This design comes from an exercise in tuning for small area, a short achievable clock period and few clock cycles per item on the open sky130 flow, not from production work.
Function was checked by simulation only, so behaviour that the tests miss may differ from the original.
No activity file was given, so power comes from the tool's default toggle rates.

==> flow/design.v (excerpt) <==
module ppu_render (
    input  wire         clk,
    input  wire         rst,
    input  wire         start,
    output wire         busy,
    output reg          done,
    input  wire         pal_we,
    input  wire [1:0]   pal_idx,
    input  wire [23:0]  pal_rgb,
    output wire         vram_re,
    output wire [14:0]  vram_addr,
    input  wire [7:0]   vram_rdata,
    output reg          fb_we,
    output wire [7:0]   fb_y,
    output wire [4:0]   fb_col,
    output wire [7:0]   fb_paint,
    output wire [191:0] fb_rgb
);
Settings: LEC_CHECK=0, CAP_MARGIN=20, CORE_MARGIN=2, CORE_UTILIZATION=40, PLACE_DENSITY=0.6, SLEW_MARGIN=20; clock period 5.0 ns.
standard.sh (not shown) runs the stock make flow with config.mk's settings and CLKGATE_MAP_FILE= SYNTH_SCRIPT=/design/flow/synth_recipe.tcl, a recipe that flattens the netlist after the stock synthesis.
==> flow/flow/run.sh <==
#!/bin/bash
# The standard ORFS layout, with plain buf_1 cells as the port buffers
# instead of the delay buffers buffer_ports picks by default.
set -euo pipefail
export BUFFER_PORTS_ARGS="-buffer_cell sky130_fd_sc_hd__buf_1"
bash standard.sh finish > orfs_make.log 2>&1
Testbench counts at the start, summed over its fixed seeds: cycles 243,796, frames 16.
Rerun with:
==> flow/run.sh (new file) <==
#!/bin/bash
# synth_recipe.tcl (not shown) runs the flow's synth.tcl, then flattens the netlist and writes it again
# the make line also repeats each setting of config.mk as NAME=value (left out here)
make -C /OpenROAD-flow-scripts/flow DESIGN_CONFIG=/design/flow/config.mk WORK_HOME=/design/flow/orfs CLKGATE_MAP_FILE= SYNTH_SCRIPT=/design/flow/synth_recipe.tcl finish
removed: flow/flow/run.sh
removed: flow/standard.sh
Result:
- The new run completed with no timing, DRC or antenna violations
- sequential power barely changes
- sequential share of layout area shrinks by 7.1 points
- power goes up by 2.9%
- non-clock buffer count rose by 1
- worst setup slack is worse by 340 ps
- combinational power grows by 51%
- area after synthesis stays the same
- global-route usage rises by 1.5 points

* * *

The RTL this note starts from:
==> flow/design.v <==
module ppu_render (
    input  wire         clk,
    input  wire         rst,
    input  wire         start,
    output wire         busy,
    output reg          done,
    input  wire         pal_we,
    input  wire [1:0]   pal_idx,
    input  wire [23:0]  pal_rgb,
    output wire         vram_re,
    output wire [14:0]  vram_addr,
    input  wire [7:0]   vram_rdata,
    output reg          fb_we,
    output wire [7:0]   fb_y,
    output wire [4:0]   fb_col,
    output wire [7:0]   fb_paint,
    output wire [191:0] fb_rgb
);
    reg        run;         
    reg        startup;     
    reg        ph;          
    reg        mflag;       
    reg [2:0]  r;           
    reg [9:0]  cidx;        
    reg [9:0]  cnx;         
    reg [7:0]  tile;
    reg [7:0]  plane0;
    reg [7:0]  sel1, sel2, sel3;    
    reg        ms;          
    reg        re;          
    reg        busy_r;
    reg [1:0]  rd;          
    reg [23:0] paln1, paln2, paln3;
    always @(posedge clk) begin
        if (pal_we) begin
            case (pal_idx)
                2'd1: paln1 <= ~pal_rgb;
                2'd2: paln2 <= ~pal_rgb;
                2'd3: paln3 <= ~pal_rgb;
                default: ;
            endcase
        end
    end
    reg        run_n, startup_n, ph_n, mflag_n;
    reg [2:0]  r_n;
    reg [9:0]  cidx_n;
    reg [1:0]  rd_n;
    always @(*) begin
        run_n     = run;
        startup_n = startup;
        ph_n      = ph;
        mflag_n   = mflag;
        r_n       = r;
        cidx_n    = cidx;
        rd_n      = 2'd0;
        if (run) begin
            if (!ph) begin
                ph_n = 1'b1;
                rd_n = 2'd2;
            end else if (ms) begin
                mflag_n = 1'b1;
                rd_n    = 2'd1;
            end else begin
                ph_n      = 1'b0;
                mflag_n   = 1'b0;
                startup_n = 1'b0;
                r_n       = r + 3'd1;
                if (!startup)
                    rd_n = 2'd3;
                if (r == 3'd0)
                    cidx_n = cnx;
                if (r == 3'd7 && cidx == 10'd895)
                    run_n = 1'b0;
            end
        end else if (start) begin
            run_n     = 1'b1;
            startup_n = 1'b1;
            ph_n      = 1'b1;
            mflag_n   = 1'b0;
            r_n       = 3'd7;
            cidx_n    = 10'h3ff;
        end
    end
    wire ms_n = ph_n & (r_n == 3'd7) & ~mflag_n;
    always @(posedge clk) begin
        startup <= startup_n;
        ph      <= ph_n;
        mflag   <= mflag_n;
        r       <= r_n;
        cidx    <= cidx_n;
        ms      <= ms_n;
        if (rst) begin
            run    <= 1'b0;
            re     <= 1'b0;
            rd     <= 2'd0;
            fb_we  <= 1'b0;
            done   <= 1'b0;
            busy_r <= 1'b0;
        end else begin
            run    <= run_n;
            re     <= run_n & ~(startup_n & ph_n & ~ms_n);
            rd     <= rd_n;
            fb_we  <= (rd == 2'd3);
            done   <= fb_we & ~run & (rd == 2'd0);
            busy_r <= run_n | (rd_n != 2'd0) | (rd == 2'd3);
        end
    end
    assign vram_re   = re;
    assign vram_addr = ms ? {3'b001, 2'b00, cnx}
                          : {3'b000, tile, r, ph};
    always @(posedge clk) begin
        if (start && !run)
            cnx <= 10'd0;
        else
            cnx <= cidx + 10'd1;
    end
    always @(posedge clk) begin
        case (rd)
            2'd1: tile   <= vram_rdata;
            2'd2: plane0 <= vram_rdata;
            default: ;
        endcase
    end
    always @(posedge clk) begin
        sel1 <=  plane0 & ~vram_rdata;
        sel2 <= ~plane0 &  vram_rdata;
        sel3 <=  plane0 &  vram_rdata;
    end
    assign busy = busy_r;
    assign fb_y   = {cidx[9:5], r - 3'd1};
    assign fb_col = cidx[4:0];
    genvar c;
    generate
        for (c = 0; c < 8; c = c + 1) begin : px
            wire s1 = sel1[7-c];
            wire s2 = sel2[7-c];
            wire s3 = sel3[7-c];
            assign fb_paint[c] = s1 | s2 | s3;
            assign fb_rgb[24*c +: 24] = ~(({24{s1}} & paln1) |
                                          ({24{s2}} & paln2) |
                                          ({24{s3}} & paln3));
        end
    endgenerate
endmodule
clock: 5.0 ns
lec_check: 0
cap_margin: 20
core_margin: 2
core_utilization: 40
cts_buf_list: sky130_fd_sc_hd__clkbuf_8
cts_cluster_diameter: 100
cts_cluster_size: 30
place_density: 0.6
slew_margin: 20
==> flow/flow/run.sh <==
#!/bin/bash
# The standard ORFS layout, with plain buf_1 cells as the port buffers
# instead of the delay buffers buffer_ports picks by default.
set -euo pipefail
export BUFFER_PORTS_ARGS="-buffer_cell sky130_fd_sc_hd__buf_1"
bash standard.sh finish > orfs_make.log 2>&1
The baseline completed without violations.
Testbench counts at the start, summed over its fixed seeds: cycles 243,796, frames 16.
Edit:
CELL_PAD_IN_SITES_DETAIL_PLACEMENT = 1   (was not set)
CTS_BUF_LIST = not set   (was sky130_fd_sc_hd__clkbuf_8)
CTS_CLUSTER_DIAMETER = not set   (was 100)
CTS_CLUSTER_SIZE = not set   (was 30)
SETUP_SLACK_MARGIN = 2.5   (was not set)
First-iteration DRC count went down by a few percent.
Combinational power climbs by a quarter to a third.
Power increases by about a fifth.

-- static timing again, ports no longer ideal --
The flow's constraints put no driver on any port. The routed layouts listed below were extracted and timed again, unchanged, in two steps. Step 1 sets driving cells, clkbuf_16 on the clock port and buf_2 on the other inputs (assumed; they add their load-dependent delay and slew). Step 2 adds t to the input delays and takes it off the output delays; t is the mean of the earliest and latest rising clock arrival at the registers after step 1. Input paths then give back, and output paths get back, about the clock's delay inside the block. a / b / c = no drivers / after step 1 / after step 2; a / b = the first two.
run | t (ns) | setup slack, ns | pins driven straight from the clock port
the first run of note 1 | 0.448 | 1.892 / 1.849 / 2.270 | 1
the second run of note 1 | 0.446 | 1.548 / 1.507 / 1.953 | 1
the first run of note 2 | 0.469 | 1.855 / 1.811 / 2.090 | 1
the second run of note 2 | 0.473 | 2.164 / 2.111 / 2.472 | 1
After both steps setup and hold are still met in every run listed.
